Context: an optimization exercise on an open-source flow, tuned for small area, a short achievable clock period and few clock cycles per item. The choices shown serve that exercise and are no tape-out recipe. In this exercise RTL edits were held to simulation tests only and were not proved equivalent to the original. Power figures rest on the tool's default switching activity, not on a simulated workload.

## flow/design.v (module list and top-level ports; edited modules follow where they fit)
// module s8b_encoder: 476 lines
module s8b_encoder (
    input  wire        clk,
    input  wire        rst,         
    input  wire        in_valid,
    output wire        in_ready,
    input  wire        in_flush,
    input  wire        in_pad,      
    input  wire [59:0] in_data,
    output wire        out_valid,
    input  wire        out_ready,
    output wire [63:0] out_word
);
  // ...
==> flow/run.sh <==
#!/bin/bash
# synth_recipe.tcl (not shown) runs the flow's synth.tcl, then flattens the netlist and writes it again
# the make line also repeats each setting of config.mk as NAME=value (left out here)
make -C /OpenROAD-flow-scripts/flow DESIGN_CONFIG=/design/flow/config.mk WORK_HOME=/design/flow/orfs CLKGATE_MAP_FILE= SYNTH_SCRIPT=/design/flow/synth_recipe.tcl finish
==> flow/config.mk <==
export PLATFORM = sky130hd
export DESIGN_NAME = s8b_encoder
export DESIGN_NICKNAME = s8b_encoder
export VERILOG_FILES = /design/flow/design.v
export SDC_FILE = /design/flow/constraint.sdc
export NUM_CORES = 4
export LEC_CHECK = 0
export CAP_MARGIN = 40
export CORE_MARGIN = 2
export CORE_UTILIZATION = 30
export SETUP_SLACK_MARGIN = 5
export SLEW_MARGIN = 40
==> flow/constraint.sdc <==
create_clock -name core_clock -period 8.0 [get_ports {clk}]
set_input_delay 1.6000 -clock core_clock [delete_from_list [all_inputs] [get_ports {clk}]]
set_output_delay 1.6000 -clock core_clock [all_outputs]
set_load 0.01 [all_outputs]
==> results by group, run 1 <==
Clock network
  • Clock tree sinks: 256
  • CTS Root Buffer Type: sky130_fd_sc_hd__clkbuf_16
  • Number of gates resized after CTS: roughly 140
  • Number of hold buffers added after cts: 0
  • TritonCTS clock tree: done

Layout
  • Layout cells sized above 1: 17.8%
  • Layout multi-input combinational cell count: 1587
  • Number of signal-net inverters in the final layout: 17
  • Post-Layout Cell Count: ~3000

Floorplanning
  • Total number of placement rows: 88
  • Vertical die dimension: 246 um

Worst setup path
  • Number of stages on the worst setup path: 7
  • Most common cell on crit path: sky130_fd_sc_hd__a22o_4
  • Capturing element type of the critical path: primary output
  • Data required time of the worst path: 6.40 ns
  • Type of the worst setup path: reg2out
  • Highest fanout seen on the critical path: 2

Routing
  • Number of remaining DRC errors: 0
  • Mean number of vias per cell: 7.47
  • Initial drt markers: 5515
  • Via Count: 22400
  • Total length of routed met3 wires: 19600 um

Pwr
  • P_comb: 0.00103 W
  • Pleak: 7.59 nW
  • Int Power: between 0.002 and 0.003 W

STA
  • Accumulated negative setup slack: 0 ns

Run status
  • Run status: finished clean

Logic synthesis
  • Combinational family with the most area after synthesis: compound AO/OA/AOI/OAI gates
  • Post-synth top cells: 229 x sky130_fd_sc_hd__nor2_1, 202 x sky130_fd_sc_hd__clkbuf_1, 166 x sky130_fd_sc_hd__nand2_1, 162 x sky130_fd_sc_hd__a22oi_1, 149 x sky130_fd_sc_hd__a21oi_1
  • Yosys reg bits: 256
  • Leading cell types by total area after synthesis: sky130_fd_sc_hd__edfxtp_1 23%, sky130_fd_sc_hd__dfxtp_1 14%, sky130_fd_sc_hd__a22oi_1 6.9%
Testbench counts, summed over its fixed seeds: cycles 26,120, items 25,283.
==> run 2: changes to the inputs <==
--- a/flow/design.v
+++ b/flow/design.v
@@ -35,53 +35,54 @@
                 cls_rg[jj] = ((x >> wid_of(jj - 1)) & ~({60{1'b1}} << (wid_of(jj) - wid_of(jj - 1)))) != 60'd0;
             cls_rg[13] = |x[44:30];
             cls_rg[14] = |x[59:45];
         end
     endfunction
     reg         pend, c_flush, c_pad;
     reg [14:1]  c_rg;
     reg [59:0]  c_v;
-    wire [14:1] in_rg  = cls_rg(in_data);
+    reg         cons_r, rdy_a;
+    wire [14:1] in_rg = cls_rg(in_data);
     reg [K-1:0] qs;                 
     reg [5:0]   n;
     reg [13:1]  js_ge;              
-    reg [13:0]  jcn_oh;             
-    reg [13:0]  jcn1_oh;            
+    reg         jcn1_z;             
     reg [13:1]  jcn_le;             
     reg [13:1]  jcn1_le;            
     reg         rem_zero;           
     reg         empty;              
     reg [63:0]  word_r;
     reg         word_valid;
     assign out_valid = word_valid;
     assign out_word  = word_r;
     wire step = pend && (!word_valid || out_ready);
     wire [13:1] c_ge;
     genvar gk;
     generate
         for (gk = 1; gk < 14; gk = gk + 1) begin : g_ge
             assign c_ge[gk] = |c_rg[14:gk];
         end
     endgenerate
+    wire [13:0] jcn_oh  = {jcn_le & ~{jcn_le[12:1], 1'b0}, 1'b0};
+    wire [13:0] jcn1_oh = {jcn1_le & ~{jcn1_le[12:1], 1'b0}, jcn1_z};
     wire [14:1] rg_le  = {jcn_le[13], jcn_le};
     wire [14:1] rg_le1 = {jcn1_le[13], jcn1_le};
     wire [14:0] jb_ge  = {1'b0, js_ge | c_ge, 1'b1};
     wire [14:0] js_gx  = {1'b0, js_ge, 1'b1};
     wire [13:0] jb_oh  = jb_ge[13:0] & ~jb_ge[14:1];
     wire [13:0] js_oh  = js_gx[13:0] & ~js_gx[14:1];
     wire        case_a = !c_flush && |(c_rg & rg_le);
     wire        fit_b  = jcn1_oh[0] || |(jcn1_oh[13:1] & js_ge) || |(c_rg & rg_le1);
     wire        emit_b = !c_flush && !case_a && fit_b;
     wire        app    = !c_flush && !case_a && !fit_b;
     wire        strict = c_flush && !c_pad && !empty;
     wire        padf   = c_flush && c_pad && !empty;
     wire        shift  = case_a || strict;           
     wire        emit   = shift || emit_b || padf;
-    wire        consume = c_flush ? (c_pad || empty || rem_zero) : !case_a;
     wire [13:0] sel_a  = {14{shift}} & jcn_oh;                
     wire [13:0] sel_p  = {14{c_flush && c_pad}} & js_oh;      
     wire [13:0] sel_b  = {14{!c_flush && !case_a}} & jb_oh;   
     wire [13:0] sel_lo = sel_a | sel_p | sel_b;
     wire [13:0] sel_hi = sel_p | sel_b;
     reg  [3:0]  sel_code;
     integer jj;
     always @* begin
@@ -93,103 +94,33 @@
     wire [59:0] n_is;
     genvar gn;
     generate
         for (gn = 0; gn < 60; gn = gn + 1) begin : g_nis
             assign n_is[gn] = (n == gn);
         end
     endgenerate
     wire [5:0]  n_s, n_a;
-    wire [13:0] jc_s, jc_a, jc1_s, jc1_a;
     wire        remz_s, remz_a;
-    wire [13:1] jcn_ge;
+    wire [13:1] jcn_ge = {~jcn_le[12:1], 1'b1};    
     wire [13:1] jl_s, jl_a, j1l_s, j1l_a;
     assign n_s[0] = n_is[9] | n_is[11] | n_is[13] | n_is[16] | n_is[18] | n_is[21] | n_is[23] | n_is[25] | n_is[27] | n_is[29] | n_is[31] | n_is[33] | n_is[35] | n_is[37] | n_is[39] | n_is[41] | n_is[43] | n_is[45] | n_is[47] | n_is[49] | n_is[51] | n_is[53] | n_is[55] | n_is[57] | n_is[59];
     assign n_s[1] = n_is[14] | n_is[17] | n_is[18] | n_is[22] | n_is[23] | n_is[26] | n_is[27] | n_is[32] | n_is[33] | n_is[36] | n_is[37] | n_is[40] | n_is[41] | n_is[44] | n_is[45] | n_is[48] | n_is[49] | n_is[52] | n_is[53] | n_is[56] | n_is[57];
     assign n_s[2] = n_is[19] | n_is[24] | n_is[25] | n_is[26] | n_is[27] | n_is[34] | n_is[35] | n_is[36] | n_is[37] | n_is[42] | n_is[43] | n_is[44] | n_is[45] | n_is[50] | n_is[51] | n_is[52] | n_is[53] | n_is[58] | n_is[59];
     assign n_s[3] = n_is[28] | n_is[29] | n_is[38] | n_is[39] | n_is[40] | n_is[41] | n_is[42] | n_is[43] | n_is[44] | n_is[45] | n_is[54] | n_is[55] | n_is[56] | n_is[57] | n_is[58] | n_is[59];
     assign n_s[4] = n_is[46] | n_is[47] | n_is[48] | n_is[49] | n_is[50] | n_is[51] | n_is[52] | n_is[53] | n_is[54] | n_is[55] | n_is[56] | n_is[57] | n_is[58] | n_is[59];
     assign n_s[5] = 1'b0;
     assign n_a[0] = n_is[0] | n_is[2] | n_is[4] | n_is[6] | n_is[8] | n_is[10] | n_is[12] | n_is[14] | n_is[16] | n_is[18] | n_is[20] | n_is[22] | n_is[24] | n_is[26] | n_is[28] | n_is[30] | n_is[32] | n_is[34] | n_is[36] | n_is[38] | n_is[40] | n_is[42] | n_is[44] | n_is[46] | n_is[48] | n_is[50] | n_is[52] | n_is[54] | n_is[56] | n_is[58];
     assign n_a[1] = n_is[1] | n_is[2] | n_is[5] | n_is[6] | n_is[9] | n_is[10] | n_is[13] | n_is[14] | n_is[17] | n_is[18] | n_is[21] | n_is[22] | n_is[25] | n_is[26] | n_is[29] | n_is[30] | n_is[33] | n_is[34] | n_is[37] | n_is[38] | n_is[41] | n_is[42] | n_is[45] | n_is[46] | n_is[49] | n_is[50] | n_is[53] | n_is[54] | n_is[57] | n_is[58];
     assign n_a[2] = n_is[3] | n_is[4] | n_is[5] | n_is[6] | n_is[11] | n_is[12] | n_is[13] | n_is[14] | n_is[19] | n_is[20] | n_is[21] | n_is[22] | n_is[27] | n_is[28] | n_is[29] | n_is[30] | n_is[35] | n_is[36] | n_is[37] | n_is[38] | n_is[43] | n_is[44] | n_is[45] | n_is[46] | n_is[51] | n_is[52] | n_is[53] | n_is[54] | n_is[59];
     assign n_a[3] = n_is[7] | n_is[8] | n_is[9] | n_is[10] | n_is[11] | n_is[12] | n_is[13] | n_is[14] | n_is[23] | n_is[24] | n_is[25] | n_is[26] | n_is[27] | n_is[28] | n_is[29] | n_is[30] | n_is[39] | n_is[40] | n_is[41] | n_is[42] | n_is[43] | n_is[44] | n_is[45] | n_is[46] | n_is[55] | n_is[56] | n_is[57] | n_is[58] | n_is[59];
     assign n_a[4] = n_is[15] | n_is[16] | n_is[17] | n_is[18] | n_is[19] | n_is[20] | n_is[21] | n_is[22] | n_is[23] | n_is[24] | n_is[25] | n_is[26] | n_is[27] | n_is[28] | n_is[29] | n_is[30] | n_is[47] | n_is[48] | n_is[49] | n_is[50] | n_is[51] | n_is[52] | n_is[53] | n_is[54] | n_is[55] | n_is[56] | n_is[57] | n_is[58] | n_is[59];
     assign n_a[5] = n_is[31] | n_is[32] | n_is[33] | n_is[34] | n_is[35] | n_is[36] | n_is[37] | n_is[38] | n_is[39] | n_is[40] | n_is[41] | n_is[42] | n_is[43] | n_is[44] | n_is[45] | n_is[46] | n_is[47] | n_is[48] | n_is[49] | n_is[50] | n_is[51] | n_is[52] | n_is[53] | n_is[54] | n_is[55] | n_is[56] | n_is[57] | n_is[58] | n_is[59];
-    assign jc_s[0] = 1'b0;
-    assign jc_s[1] = 1'b0;
-    assign jc_s[2] = n_is[50] | n_is[51] | n_is[52] | n_is[53] | n_is[54] | n_is[55] | n_is[56] | n_is[57] | n_is[58] | n_is[59];
-    assign jc_s[3] = n_is[45] | n_is[46] | n_is[47] | n_is[48] | n_is[49];
-    assign jc_s[4] = n_is[42] | n_is[43] | n_is[44];
-    assign jc_s[5] = n_is[40] | n_is[41];
-    assign jc_s[6] = n_is[28] | n_is[29] | n_is[38] | n_is[39];
-    assign jc_s[7] = n_is[27] | n_is[37];
-    assign jc_s[8] = n_is[26] | n_is[36];
-    assign jc_s[9] = n_is[25] | n_is[35];
-    assign jc_s[10] = n_is[19] | n_is[24] | n_is[34];
-    assign jc_s[11] = n_is[18] | n_is[23] | n_is[33];
-    assign jc_s[12] = n_is[14] | n_is[17] | n_is[22] | n_is[32];
-    assign jc_s[13] = n_is[9] | n_is[11] | n_is[13] | n_is[16] | n_is[21] | n_is[31];
-    assign jc_a[0] = n_is[59];
-    assign jc_a[1] = n_is[29] | n_is[30] | n_is[31] | n_is[32] | n_is[33] | n_is[34] | n_is[35] | n_is[36] | n_is[37] | n_is[38] | n_is[39] | n_is[40] | n_is[41] | n_is[42] | n_is[43] | n_is[44] | n_is[45] | n_is[46] | n_is[47] | n_is[48] | n_is[49] | n_is[50] | n_is[51] | n_is[52] | n_is[53] | n_is[54] | n_is[55] | n_is[56] | n_is[57] | n_is[58];
-    assign jc_a[2] = n_is[19] | n_is[20] | n_is[21] | n_is[22] | n_is[23] | n_is[24] | n_is[25] | n_is[26] | n_is[27] | n_is[28];
-    assign jc_a[3] = n_is[14] | n_is[15] | n_is[16] | n_is[17] | n_is[18];
-    assign jc_a[4] = n_is[11] | n_is[12] | n_is[13];
-    assign jc_a[5] = n_is[9] | n_is[10];
-    assign jc_a[6] = n_is[7] | n_is[8];
-    assign jc_a[7] = n_is[6];
-    assign jc_a[8] = n_is[5];
-    assign jc_a[9] = n_is[4];
-    assign jc_a[10] = n_is[3];
-    assign jc_a[11] = n_is[2];
-    assign jc_a[12] = n_is[1];
-    assign jc_a[13] = n_is[0];
-    assign jc1_s[0] = 1'b0;
-    assign jc1_s[1] = n_is[59];
-    assign jc1_s[2] = n_is[49] | n_is[50] | n_is[51] | n_is[52] | n_is[53] | n_is[54] | n_is[55] | n_is[56] | n_is[57] | n_is[58];
-    assign jc1_s[3] = n_is[44] | n_is[45] | n_is[46] | n_is[47] | n_is[48];
-    assign jc1_s[4] = n_is[41] | n_is[42] | n_is[43];
-    assign jc1_s[5] = n_is[29] | n_is[39] | n_is[40];
-    assign jc1_s[6] = n_is[27] | n_is[28] | n_is[37] | n_is[38];
-    assign jc1_s[7] = n_is[26] | n_is[36];
-    assign jc1_s[8] = n_is[25] | n_is[35];
-    assign jc1_s[9] = n_is[19] | n_is[24] | n_is[34];
-    assign jc1_s[10] = n_is[18] | n_is[23] | n_is[33];
-    assign jc1_s[11] = n_is[14] | n_is[17] | n_is[22] | n_is[32];
-    assign jc1_s[12] = n_is[9] | n_is[11] | n_is[13] | n_is[16] | n_is[21] | n_is[31];
-    assign jc1_s[13] = n_is[0] | n_is[1] | n_is[2] | n_is[3] | n_is[4] | n_is[5] | n_is[6] | n_is[7] | n_is[8] | n_is[10] | n_is[12] | n_is[15] | n_is[20] | n_is[30];
-    assign jc1_a[0] = n_is[58] | n_is[59];
-    assign jc1_a[1] = n_is[28] | n_is[29] | n_is[30] | n_is[31] | n_is[32] | n_is[33] | n_is[34] | n_is[35] | n_is[36] | n_is[37] | n_is[38] | n_is[39] | n_is[40] | n_is[41] | n_is[42] | n_is[43] | n_is[44] | n_is[45] | n_is[46] | n_is[47] | n_is[48] | n_is[49] | n_is[50] | n_is[51] | n_is[52] | n_is[53] | n_is[54] | n_is[55] | n_is[56] | n_is[57];
-    assign jc1_a[2] = n_is[18] | n_is[19] | n_is[20] | n_is[21] | n_is[22] | n_is[23] | n_is[24] | n_is[25] | n_is[26] | n_is[27];
-    assign jc1_a[3] = n_is[13] | n_is[14] | n_is[15] | n_is[16] | n_is[17];
-    assign jc1_a[4] = n_is[10] | n_is[11] | n_is[12];
-    assign jc1_a[5] = n_is[8] | n_is[9];
-    assign jc1_a[6] = n_is[6] | n_is[7];
-    assign jc1_a[7] = n_is[5];
-    assign jc1_a[8] = n_is[4];
-    assign jc1_a[9] = n_is[3];
-    assign jc1_a[10] = n_is[2];
-    assign jc1_a[11] = n_is[1];
-    assign jc1_a[12] = n_is[0];
-    assign jc1_a[13] = 1'b0;
     assign remz_s = n_is[0] | n_is[1] | n_is[2] | n_is[3] | n_is[4] | n_is[5] | n_is[6] | n_is[7] | n_is[8] | n_is[9] | n_is[10] | n_is[11] | n_is[12] | n_is[13] | n_is[14] | n_is[15] | n_is[16] | n_is[17] | n_is[18] | n_is[19] | n_is[20] | n_is[21] | n_is[22] | n_is[23] | n_is[24] | n_is[25] | n_is[26] | n_is[27] | n_is[28] | n_is[30] | n_is[31] | n_is[32] | n_is[33] | n_is[34] | n_is[35] | n_is[36] | n_is[37] | n_is[38] | n_is[40] | n_is[42] | n_is[45] | n_is[50];
     assign remz_a = n_is[0] | n_is[1] | n_is[2] | n_is[3] | n_is[4] | n_is[5] | n_is[6] | n_is[7] | n_is[9] | n_is[11] | n_is[14] | n_is[19] | n_is[29] | n_is[59];
-    assign jcn_ge[1] = n_is[1] | n_is[2] | n_is[3] | n_is[4] | n_is[5] | n_is[6] | n_is[7] | n_is[8] | n_is[9] | n_is[10] | n_is[11] | n_is[12] | n_is[13] | n_is[14] | n_is[15] | n_is[16] | n_is[17] | n_is[18] | n_is[19] | n_is[20] | n_is[21] | n_is[22] | n_is[23] | n_is[24] | n_is[25] | n_is[26] | n_is[27] | n_is[28] | n_is[29] | n_is[30] | n_is[31] | n_is[32] | n_is[33] | n_is[34] | n_is[35] | n_is[36] | n_is[37] | n_is[38] | n_is[39] | n_is[40] | n_is[41] | n_is[42] | n_is[43] | n_is[44] | n_is[45] | n_is[46] | n_is[47] | n_is[48] | n_is[49] | n_is[50] | n_is[51] | n_is[52] | n_is[53] | n_is[54] | n_is[55] | n_is[56] | n_is[57] | n_is[58] | n_is[59];
-    assign jcn_ge[2] = n_is[1] | n_is[2] | n_is[3] | n_is[4] | n_is[5] | n_is[6] | n_is[7] | n_is[8] | n_is[9] | n_is[10] | n_is[11] | n_is[12] | n_is[13] | n_is[14] | n_is[15] | n_is[16] | n_is[17] | n_is[18] | n_is[19] | n_is[20] | n_is[21] | n_is[22] | n_is[23] | n_is[24] | n_is[25] | n_is[26] | n_is[27] | n_is[28] | n_is[29];
-    assign jcn_ge[3] = n_is[1] | n_is[2] | n_is[3] | n_is[4] | n_is[5] | n_is[6] | n_is[7] | n_is[8] | n_is[9] | n_is[10] | n_is[11] | n_is[12] | n_is[13] | n_is[14] | n_is[15] | n_is[16] | n_is[17] | n_is[18] | n_is[19];
-    assign jcn_ge[4] = n_is[1] | n_is[2] | n_is[3] | n_is[4] | n_is[5] | n_is[6] | n_is[7] | n_is[8] | n_is[9] | n_is[10] | n_is[11] | n_is[12] | n_is[13] | n_is[14];
-    assign jcn_ge[5] = n_is[1] | n_is[2] | n_is[3] | n_is[4] | n_is[5] | n_is[6] | n_is[7] | n_is[8] | n_is[9] | n_is[10] | n_is[11];
-    assign jcn_ge[6] = n_is[1] | n_is[2] | n_is[3] | n_is[4] | n_is[5] | n_is[6] | n_is[7] | n_is[8] | n_is[9];
-    assign jcn_ge[7] = n_is[1] | n_is[2] | n_is[3] | n_is[4] | n_is[5] | n_is[6] | n_is[7];
-    assign jcn_ge[8] = n_is[1] | n_is[2] | n_is[3] | n_is[4] | n_is[5] | n_is[6];
-    assign jcn_ge[9] = n_is[1] | n_is[2] | n_is[3] | n_is[4] | n_is[5];
-    assign jcn_ge[10] = n_is[1] | n_is[2] | n_is[3] | n_is[4];
-    assign jcn_ge[11] = n_is[1] | n_is[2] | n_is[3];
-    assign jcn_ge[12] = n_is[1] | n_is[2];
-    assign jcn_ge[13] = n_is[1];
     assign jl_s[1] = 1'b0;
     assign jl_s[2] = n_is[50] | n_is[51] | n_is[52] | n_is[53] | n_is[54] | n_is[55] | n_is[56] | n_is[57] | n_is[58] | n_is[59];
     assign jl_s[3] = n_is[45] | n_is[46] | n_is[47] | n_is[48] | n_is[49] | n_is[50] | n_is[51] | n_is[52] | n_is[53] | n_is[54] | n_is[55] | n_is[56] | n_is[57] | n_is[58] | n_is[59];
     assign jl_s[4] = n_is[42] | n_is[43] | n_is[44] | n_is[45] | n_is[46] | n_is[47] | n_is[48] | n_is[49] | n_is[50] | n_is[51] | n_is[52] | n_is[53] | n_is[54] | n_is[55] | n_is[56] | n_is[57] | n_is[58] | n_is[59];
     assign jl_s[5] = n_is[40] | n_is[41] | n_is[42] | n_is[43] | n_is[44] | n_is[45] | n_is[46] | n_is[47] | n_is[48] | n_is[49] | n_is[50] | n_is[51] | n_is[52] | n_is[53] | n_is[54] | n_is[55] | n_is[56] | n_is[57] | n_is[58] | n_is[59];
     assign jl_s[6] = n_is[28] | n_is[29] | n_is[38] | n_is[39] | n_is[40] | n_is[41] | n_is[42] | n_is[43] | n_is[44] | n_is[45] | n_is[46] | n_is[47] | n_is[48] | n_is[49] | n_is[50] | n_is[51] | n_is[52] | n_is[53] | n_is[54] | n_is[55] | n_is[56] | n_is[57] | n_is[58] | n_is[59];
     assign jl_s[7] = n_is[27] | n_is[28] | n_is[29] | n_is[37] | n_is[38] | n_is[39] | n_is[40] | n_is[41] | n_is[42] | n_is[43] | n_is[44] | n_is[45] | n_is[46] | n_is[47] | n_is[48] | n_is[49] | n_is[50] | n_is[51] | n_is[52] | n_is[53] | n_is[54] | n_is[55] | n_is[56] | n_is[57] | n_is[58] | n_is[59];
     assign jl_s[8] = n_is[26] | n_is[27] | n_is[28] | n_is[29] | n_is[36] | n_is[37] | n_is[38] | n_is[39] | n_is[40] | n_is[41] | n_is[42] | n_is[43] | n_is[44] | n_is[45] | n_is[46] | n_is[47] | n_is[48] | n_is[49] | n_is[50] | n_is[51] | n_is[52] | n_is[53] | n_is[54] | n_is[55] | n_is[56] | n_is[57] | n_is[58] | n_is[59];
@@ -233,18 +164,16 @@
     assign j1l_a[7] = n_is[5] | n_is[6] | n_is[7] | n_is[8] | n_is[9] | n_is[10] | n_is[11] | n_is[12] | n_is[13] | n_is[14] | n_is[15] | n_is[16] | n_is[17] | n_is[18] | n_is[19] | n_is[20] | n_is[21] | n_is[22] | n_is[23] | n_is[24] | n_is[25] | n_is[26] | n_is[27] | n_is[28] | n_is[29] | n_is[30] | n_is[31] | n_is[32] | n_is[33] | n_is[34] | n_is[35] | n_is[36] | n_is[37] | n_is[38] | n_is[39] | n_is[40] | n_is[41] | n_is[42] | n_is[43] | n_is[44] | n_is[45] | n_is[46] | n_is[47] | n_is[48] | n_is[49] | n_is[50] | n_is[51] | n_is[52] | n_is[53] | n_is[54] | n_is[55] | n_is[56] | n_is[57] | n_is[58] | n_is[59];
     assign j1l_a[8] = n_is[4] | n_is[5] | n_is[6] | n_is[7] | n_is[8] | n_is[9] | n_is[10] | n_is[11] | n_is[12] | n_is[13] | n_is[14] | n_is[15] | n_is[16] | n_is[17] | n_is[18] | n_is[19] | n_is[20] | n_is[21] | n_is[22] | n_is[23] | n_is[24] | n_is[25] | n_is[26] | n_is[27] | n_is[28] | n_is[29] | n_is[30] | n_is[31] | n_is[32] | n_is[33] | n_is[34] | n_is[35] | n_is[36] | n_is[37] | n_is[38] | n_is[39] | n_is[40] | n_is[41] | n_is[42] | n_is[43] | n_is[44] | n_is[45] | n_is[46] | n_is[47] | n_is[48] | n_is[49] | n_is[50] | n_is[51] | n_is[52] | n_is[53] | n_is[54] | n_is[55] | n_is[56] | n_is[57] | n_is[58] | n_is[59];
     assign j1l_a[9] = n_is[3] | n_is[4] | n_is[5] | n_is[6] | n_is[7] | n_is[8] | n_is[9] | n_is[10] | n_is[11] | n_is[12] | n_is[13] | n_is[14] | n_is[15] | n_is[16] | n_is[17] | n_is[18] | n_is[19] | n_is[20] | n_is[21] | n_is[22] | n_is[23] | n_is[24] | n_is[25] | n_is[26] | n_is[27] | n_is[28] | n_is[29] | n_is[30] | n_is[31] | n_is[32] | n_is[33] | n_is[34] | n_is[35] | n_is[36] | n_is[37] | n_is[38] | n_is[39] | n_is[40] | n_is[41] | n_is[42] | n_is[43] | n_is[44] | n_is[45] | n_is[46] | n_is[47] | n_is[48] | n_is[49] | n_is[50] | n_is[51] | n_is[52] | n_is[53] | n_is[54] | n_is[55] | n_is[56] | n_is[57] | n_is[58] | n_is[59];
     assign j1l_a[10] = n_is[2] | n_is[3] | n_is[4] | n_is[5] | n_is[6] | n_is[7] | n_is[8] | n_is[9] | n_is[10] | n_is[11] | n_is[12] | n_is[13] | n_is[14] | n_is[15] | n_is[16] | n_is[17] | n_is[18] | n_is[19] | n_is[20] | n_is[21] | n_is[22] | n_is[23] | n_is[24] | n_is[25] | n_is[26] | n_is[27] | n_is[28] | n_is[29] | n_is[30] | n_is[31] | n_is[32] | n_is[33] | n_is[34] | n_is[35] | n_is[36] | n_is[37] | n_is[38] | n_is[39] | n_is[40] | n_is[41] | n_is[42] | n_is[43] | n_is[44] | n_is[45] | n_is[46] | n_is[47] | n_is[48] | n_is[49] | n_is[50] | n_is[51] | n_is[52] | n_is[53] | n_is[54] | n_is[55] | n_is[56] | n_is[57] | n_is[58] | n_is[59];
     assign j1l_a[11] = n_is[1] | n_is[2] | n_is[3] | n_is[4] | n_is[5] | n_is[6] | n_is[7] | n_is[8] | n_is[9] | n_is[10] | n_is[11] | n_is[12] | n_is[13] | n_is[14] | n_is[15] | n_is[16] | n_is[17] | n_is[18] | n_is[19] | n_is[20] | n_is[21] | n_is[22] | n_is[23] | n_is[24] | n_is[25] | n_is[26] | n_is[27] | n_is[28] | n_is[29] | n_is[30] | n_is[31] | n_is[32] | n_is[33] | n_is[34] | n_is[35] | n_is[36] | n_is[37] | n_is[38] | n_is[39] | n_is[40] | n_is[41] | n_is[42] | n_is[43] | n_is[44] | n_is[45] | n_is[46] | n_is[47] | n_is[48] | n_is[49] | n_is[50] | n_is[51] | n_is[52] | n_is[53] | n_is[54] | n_is[55] | n_is[56] | n_is[57] | n_is[58] | n_is[59];
     assign j1l_a[12] = n_is[0] | n_is[1] | n_is[2] | n_is[3] | n_is[4] | n_is[5] | n_is[6] | n_is[7] | n_is[8] | n_is[9] | n_is[10] | n_is[11] | n_is[12] | n_is[13] | n_is[14] | n_is[15] | n_is[16] | n_is[17] | n_is[18] | n_is[19] | n_is[20] | n_is[21] | n_is[22] | n_is[23] | n_is[24] | n_is[25] | n_is[26] | n_is[27] | n_is[28] | n_is[29] | n_is[30] | n_is[31] | n_is[32] | n_is[33] | n_is[34] | n_is[35] | n_is[36] | n_is[37] | n_is[38] | n_is[39] | n_is[40] | n_is[41] | n_is[42] | n_is[43] | n_is[44] | n_is[45] | n_is[46] | n_is[47] | n_is[48] | n_is[49] | n_is[50] | n_is[51] | n_is[52] | n_is[53] | n_is[54] | n_is[55] | n_is[56] | n_is[57] | n_is[58] | n_is[59];
     assign j1l_a[13] = n_is[0] | n_is[1] | n_is[2] | n_is[3] | n_is[4] | n_is[5] | n_is[6] | n_is[7] | n_is[8] | n_is[9] | n_is[10] | n_is[11] | n_is[12] | n_is[13] | n_is[14] | n_is[15] | n_is[16] | n_is[17] | n_is[18] | n_is[19] | n_is[20] | n_is[21] | n_is[22] | n_is[23] | n_is[24] | n_is[25] | n_is[26] | n_is[27] | n_is[28] | n_is[29] | n_is[30] | n_is[31] | n_is[32] | n_is[33] | n_is[34] | n_is[35] | n_is[36] | n_is[37] | n_is[38] | n_is[39] | n_is[40] | n_is[41] | n_is[42] | n_is[43] | n_is[44] | n_is[45] | n_is[46] | n_is[47] | n_is[48] | n_is[49] | n_is[50] | n_is[51] | n_is[52] | n_is[53] | n_is[54] | n_is[55] | n_is[56] | n_is[57] | n_is[58] | n_is[59];
     wire [5:0]  n_next    = shift ? n_s    : (app ? n_a    : 6'd0);
-    wire [13:0] jcn_next  = shift ? jc_s   : (app ? jc_a   : 14'd0);
-    wire [13:0] jcn1_next = shift ? jc1_s  : (app ? jc1_a  : 14'd1 << 13);
     wire        remz_next = shift ? remz_s : (app ? remz_a : 1'b1);
     wire        empty_next = shift ? rem_zero : !app;
     wire [13:1] js_next = shift ? (rem_zero ? 13'd0 : jcn_ge) :
                           (app ? jb_ge[13:1] : 13'd0);
     wire [59:0] pay;
     assign pay[0] = ((sel_b[13]) & c_v[0]) | ((sel_hi[0] | sel_lo[1] | sel_lo[2] | sel_lo[3] | sel_lo[4] | sel_lo[5] | sel_lo[6] | sel_lo[7] | sel_lo[8] | sel_lo[9] | sel_lo[10] | sel_lo[11] | sel_lo[12] | sel_a[13]) & qs[0]);
     assign pay[1] = ((sel_b[13]) & c_v[1]) | ((sel_hi[1] | sel_lo[2] | sel_lo[3] | sel_lo[4] | sel_lo[5] | sel_lo[6] | sel_lo[7] | sel_lo[8] | sel_lo[9] | sel_lo[10] | sel_lo[11] | sel_lo[12] | sel_a[13]) & qs[1]) | ((sel_hi[0]) & qs[8]);
     assign pay[2] = ((sel_b[13]) & c_v[2]) | ((sel_hi[0]) & qs[20]) | ((sel_hi[2] | sel_lo[3] | sel_lo[4] | sel_lo[5] | sel_lo[6] | sel_lo[7] | sel_lo[8] | sel_lo[9] | sel_lo[10] | sel_lo[11] | sel_lo[12] | sel_a[13]) & qs[2]) | ((sel_lo[1]) & qs[8]);
@@ -421,54 +350,66 @@
     assign app_d[51] = (at_n[7] & c_v[2]) | (at_n[25] & c_v[1]) | (at_n[51] & c_v[0]);
     assign app_d[52] = (at_n[2] & c_v[12]) | (at_n[4] & c_v[4]) | (at_n[13] & c_v[0]);
     assign app_d[53] = (at_n[2] & c_v[13]) | (at_n[4] & c_v[5]) | (at_n[13] & c_v[1]) | (at_n[53] & c_v[0]);
     assign app_d[54] = (at_n[4] & c_v[6]) | (at_n[7] & c_v[5]) | (at_n[9] & c_v[0]);
     assign app_d[55] = (at_n[3] & c_v[10]) | (at_n[5] & c_v[5]) | (at_n[9] & c_v[1]) | (at_n[55] & c_v[0]);
     assign app_d[56] = (at_n[3] & c_v[11]) | (at_n[4] & c_v[8]) | (at_n[5] & c_v[6]) | (at_n[18] & c_v[2]) | (at_n[28] & c_v[0]);
     assign app_d[57] = (at_n[4] & c_v[9]) | (at_n[5] & c_v[7]) | (at_n[28] & c_v[1]) | (at_n[57] & c_v[0]);
     assign app_d[58] = (at_n[9] & c_v[4]) | (at_n[11] & c_v[3]) | (at_n[14] & c_v[2]) | (at_n[58] & c_v[0]);
-    wire load_c = !pend || (step && consume);
+    wire load_c = rdy_a || (cons_r && out_ready);
     assign in_ready = load_c;
+    wire        c_flush_n = load_c ? in_flush : c_flush;
+    wire        c_pad_n   = load_c ? in_pad : c_pad;
+    wire        pend_n    = load_c ? in_valid : pend;
+    wire [14:1] c_rg_n    = load_c ? in_rg : c_rg;
+    wire [13:1] jl_step   = shift ? jl_s : (app ? jl_a : 13'd0);
+    wire [13:1] jl_n      = step ? jl_step : jcn_le;
+    wire        empty_n   = step ? empty_next : empty;
+    wire        remz_n    = step ? remz_next : rem_zero;
+    wire        wv_n      = (word_valid && !out_ready) || (step && emit);
+    wire        case_a_n  = |(c_rg_n & {jl_n[13], jl_n});
+    wire        cons_n    = c_flush_n ? (c_pad_n || empty_n || remz_n) : !case_a_n;
     always @(posedge clk) begin
         if (rst) begin
             pend       <= 1'b0;
+            cons_r     <= 1'b0;
+            rdy_a      <= 1'b1;
             n          <= 6'd0;
             js_ge      <= 13'd0;
-            jcn_oh     <= 14'd0;
-            jcn1_oh    <= 14'd1 << 13;
+            jcn1_z     <= 1'b0;
             jcn_le     <= 13'd0;
             jcn1_le    <= 13'd1 << 12;
             rem_zero   <= 1'b1;
             empty      <= 1'b1;
             word_valid <= 1'b0;
             qs         <= {K{1'b0}};
         end else begin
             if (load_c) begin
                 pend    <= in_valid;
                 c_v     <= in_data;
                 c_rg    <= in_rg;
                 c_flush <= in_flush;
                 c_pad   <= in_pad;
             end
+            cons_r <= cons_n;
+            rdy_a  <= !pend_n || (cons_n && !wv_n);
             if (word_valid && out_ready)
                 word_valid <= 1'b0;
             if (step) begin
                 n        <= n_next;
-                jcn_oh   <= jcn_next;
-                jcn1_oh  <= jcn1_next;
-                jcn_le   <= shift ? jl_s  : (app ? jl_a  : 13'd0);
+                jcn1_z   <= app && n_is[58];
+                jcn_le   <= jl_step;
                 jcn1_le  <= shift ? j1l_s : (app ? j1l_a : 13'd1 << 12);
                 rem_zero <= remz_next;
                 empty    <= empty_next;
                 js_ge    <= js_next;
-                if (emit) begin
-                    word_r     <= {sel_code, pay};
+                word_r <= {sel_code, pay};      
+                if (emit)
                     word_valid <= 1'b1;
-                end
                 if (emit_b || padf)
                     qs <= {K{1'b0}};
                 else if (shift)
                     qs <= moved;
                 else if (app)
                     qs <= qs | app_d;
             end
         end
==> flow/config.mk (replaced) <==
export PLATFORM = sky130hd
export DESIGN_NAME = s8b_encoder
export DESIGN_NICKNAME = s8b_encoder
export VERILOG_FILES = /design/flow/design.v
export SDC_FILE = /design/flow/constraint.sdc
export NUM_CORES = 4
export LEC_CHECK = 0
export CAP_MARGIN = 40
export CELL_PAD_IN_SITES_DETAIL_PLACEMENT = 1
export CORE_MARGIN = 2
export CORE_UTILIZATION = 30
export GPL_ROUTABILITY_DRIVEN = 1
export PLACE_DENSITY = 0.5
export SETUP_SLACK_MARGIN = 4.4
export SLEW_MARGIN = 40
==> results by group, run 2 <==
Run status
  • Run status: finished clean

Clock network
  • Clock tree sinks: 251 (-2.0%)
  • CTS Root Buffer Type: sky130_fd_sc_hd__clkbuf_16
  • Source-to-sink clock delay at the later pin of the worst-skew pair: 0.61 ns
  • Number of H-tree levels: 1
  • Number of buffers inserted during clock tree synthesis: 29
  • Clock transition time at the flip-flop clock pins of the worst setup and hold paths: 0.07 ns
  • TritonCTS clock tree: done
  • Largest buffer count on any clock path: 3

Global routing
  • Vias in the first global route: 20200
  • Met2 global-route usage: 48.0%
  • Leftover overflow at the end of global routing: 0
  • Overall fraction of global-route tracks in use: 33.3%
  • Met1 usage in global routing: 42.3%
  • Number of antenna violations at the first check in global routing: 4
  • Maximum number of pins on one net before global-route repair: just over 60
  • Busiest layer in global routing: met2
  • Wire length of the first global-routing pass: around 150000 um
  • Met3 usage: 12.7%

Logic synthesis
  • Synthesized netlist net count: 2125
  • Portion of synthesized cell area occupied by the leading cell type: 24.6%
  • Number of distinct library cells after synthesis: 73
  • Prevailing post-synth register cell: sky130_fd_sc_hd__edfxtp_1
  • Gate count after technology mapping: ~2100
  • Yosys warning total: 1
  • Post-synth EDFFs: 140
  • Sequential area share after synthesis: 37.6%
  • Post-synth top cells: 217 x sky130_fd_sc_hd__nand2_1, 207 x sky130_fd_sc_hd__clkbuf_1, 155 x sky130_fd_sc_hd__a21oi_1, 145 x sky130_fd_sc_hd__a22oi_1, 140 x sky130_fd_sc_hd__edfxtp_1
  • Cell taking the most area after synthesis: sky130_fd_sc_hd__edfxtp_1
  • Post-synthesis async set-or-reset flop share: 0%
  • Library cell with the highest instance count after synthesis: sky130_fd_sc_hd__nand2_1
  • Leading cell types by total area after synthesis: sky130_fd_sc_hd__edfxtp_1 25%, sky130_fd_sc_hd__dfxtp_1 13%, sky130_fd_sc_hd__a222oi_1 6.6%
  • Yosys reg bits: 251 (-2.0%)
  • Total standard cell area after synthesis: around 17000 um2
  • Synthesized area per cell: 8.29 um2

STA
  • Fmax achieved: 0.272 GHz
  • Final period util: 46.0%
  • Min Clock Period, post-route: 3.68 ns
  • Number of hold violations in the final report: 0
  • Worst max-slew margin expressed relative to the limit: 31.2%
  • Accumulated negative setup slack: 0 ns (unchanged)
  • Final max-slew violation count: 0
  • Worst-margin pin slew: a little over 1 ns
  • Final Setup Violations: 0
  • Worst Skew: 0.0220 ns
  • Final critical-path setup slack: 4.32 ns
  • Unrepaired setup endpoints after global routing: yes

Layout
  • Post-Layout Cell Count: 2872 (-4.3%)
  • Most common cell after layout, fill and taps aside: sky130_fd_sc_hd__nand2_1
  • Largest regs: word_r: 64 flops, c_v: 60 flops, qs: 59 flops
  • Utilization after layout: approximately 37%
  • Layout cells sized above 1: 14.2% (-3.6 points)
  • Fin nets: between 2000 and 2500
  • Largest reg by FF count: word_r
  • Area growth syn-to-layout: 22.5%
  • Number of flip-flops under the largest register name: 64
  • Commonest cells after routing, fill and taps aside: 214 x sky130_fd_sc_hd__nand2_1, 149 x sky130_fd_sc_hd__a21oi_1, 144 x sky130_fd_sc_hd__a22oi_1, 140 x sky130_fd_sc_hd__edfxtp_1, 121 x sky130_fd_sc_hd__o21ai_0

Place
  • Port buffer count: 131
  • Placer Congestion: 0.951
  • # placed instances: 2755
  • HPWL after DPL: 67200 um
  • Placement Setup Slack: 2.97 ns

Routing
  • Detailed-router iteration count before antenna repair: 14
  • WL/cell: between 30 and 40 um
  • Mean number of vias per cell: 7.27 (-2.7%)
  • Via Count: 20900 (-6.9%)
  • ANT nets after route: 0
  • Routed wire length: between 100000 and 150000 um
  • Initial drt markers: 4228 (-23%)
  • Number of remaining DRC errors: 0 (unchanged)

Worst setup path
  • Highest fanout seen on the critical path: 4 (+2)
  • Flop-to-flop setup slack: 4.36 ns
  • Critical path launch point type: input pin
  • Data required time of the worst path: 6.40 ns (about the same)
  • Capturing element type of the critical path: primary output
  • Type of the worst setup path: in2out
  • Worst path arrival time: 2.08 ns

Floorplanning
  • I/O pin cnt: between 100 and 150
  • Total number of placement rows: 87 (-1.1%)
  • Starting Density: 30.3%
  • Vertical die dimension: 243 um (-1.3%)
  • Die Width: about 240 um
  • Area enclosed by the die boundary: 58800 um2
  • Core outline area: 56300 um2

Pwr
  • Pleak: 7.03 nW (-7.5%)
  • Clock group share of total power: 37.1%
  • Combinational share of power: about 22%
  • Int Power: 0.00262 W (-4.5%)
  • Switching portion of total power: 33.0%
  • Register share of total power: 40.5%
  • Maximum ir drop on the vdd rail: roughly 0.16 mV
  • PD cells: between 150 and 200 nW/um2
  • Sw Pwr: roughly 0.0013 W

Run
  • Count of max-cap constraint violations: 0

Min path
  • Min-Delay Path Class: reg2reg
-- run 2: changes by cell type after synthesis, sizes merged, moves of 22 or more --
cell,previous run,this run
nand2,166,217
o21ai,90,127
nor2,231,128
o2bb2ai,24,0
nand3,45,72
nor3,90,68
buf,83,54
a22o,51,27
-- run 2: through the flow --
step / instance area [um2] / hold WS, ns / power, W
CTS: 20600 / 0.533 / 0.00385
floorplan: 17200 / 0.432 / 0.00197
global route: 20900 / 0.542 / 0.00400
global placement: 18900 / 0.512 / 0.00233
detailed placement: 19000 / 0.515 / 0.00234
finish: 20900 / 0.535 / 0.00391
-- run 2: repair_timing --
item	4_1_cts	5_1_grt
endpoints found under the setup margin	137	39
gates resized for setup	89	25
buffers inserted	40	14
hold buffers	0	0
cloned	3	0
pin swaps	29	15
-- run 2: cells by family after synthesis --
kind of cell | synth area share (%)
AOI/OAI and AO/OA | 35.3
buffers and inverters | 6.60
DFF | 37.6
muxes | 0.476
and+or+nand+nor | 20.0
-- run 2: per-layer routing --
layer | wire [um] | share of wire (%)
met2 | 41700 | 41
met1 | 38200 | 37
met4 | 8190 | 8.0
met5 | 24 | 0.023
met3 | 14500 | 14
-- run 2: final timing paths --
path / from / end / depth (start not counted)
setup / recovery: out_ready / in_ready / 4
hold / removal: jcn1_z / jcn1_z / 2
setup reg to reg: c_rg[3] / word_r[0] / 9
hold reg to reg: jcn1_z / jcn1_z / 2
-- run 2: power by group through the flow --
stage | Clock [W] | Sequential (W) | Combinational (W)
2_1_floorplan | 0 | 0.00151 | 0.000457
3_3_place_gp | 0 | 0.00160 | 0.000735
3_5_place_dp | 0 | 0.00160 | 0.000745
4_1_cts | 0.00147 | 0.00157 | 0.000808
5_1_grt | 0.00152 | 0.00157 | 0.000903
6_report | 0.00145 | 0.00158 | 0.000876
-- run 2: cell type report --
cell class | count | area [um2]
Timing Repair inverter | 1 | 6.26
Multi-Input combinational cell | 1521 | 9990
Antenna cell | 2 | 5.00
Fill cell | 6586 | 35400
Sequential cell | 251 | 6450
Clock buffer | 37 | 776
Clock inverter | 17 | 236
Tap cell | 756 | 946
Timing Repair Buffer | 260 | 2390
Inverter | 27 | 110
-- run 2: critical path, cell delays in order --
cell and delay (ns):
sky130_fd_sc_hd__buf_8 0.11, sky130_fd_sc_hd__a21oi_4 0.22, sky130_fd_sc_hd__inv_8 0.04, sky130_fd_sc_hd__buf_6 0.11
Testbench counts of run 2, summed over its fixed seeds: cycles 26,120, items 25,283.

afterwards: timing with drivers on the ports:
How much do the figures lean on ideal ports? The routed layouts below were timed once more, with nothing changed but the port constraints.
Step 1: set_driving_cell puts a clkbuf_16 on clk and a buf_2 on each other input, an assumption about the parent block.
Step 2 times the ports against the registers' clock, not the clock port: input delays grow and output delays shrink by t, the midpoint of the rising clock arrivals with the driver on.
Three values: ideal ports, drivers, drivers and shift; two values: the first two.
run | t (ns) | setup WS [ns] | latest minus earliest clock arrival (ns) | worst slew at a driven data input, ns | pins driven straight from the clock port
run 1 | 0.633 | 4.198 / 4.132 / 4.226 | 0.023 / 0.022 | 0.05 | 1
run 2 | 0.657 | 4.318 / 4.279 / 3.904 | 0.024 / 0.023 | 0.05 | 1
After both steps setup and hold are still met in every run listed. For run 2, which loses most, drivers alone change the setup slack by -0.039 ns; drivers and shift together by -0.414 ns.
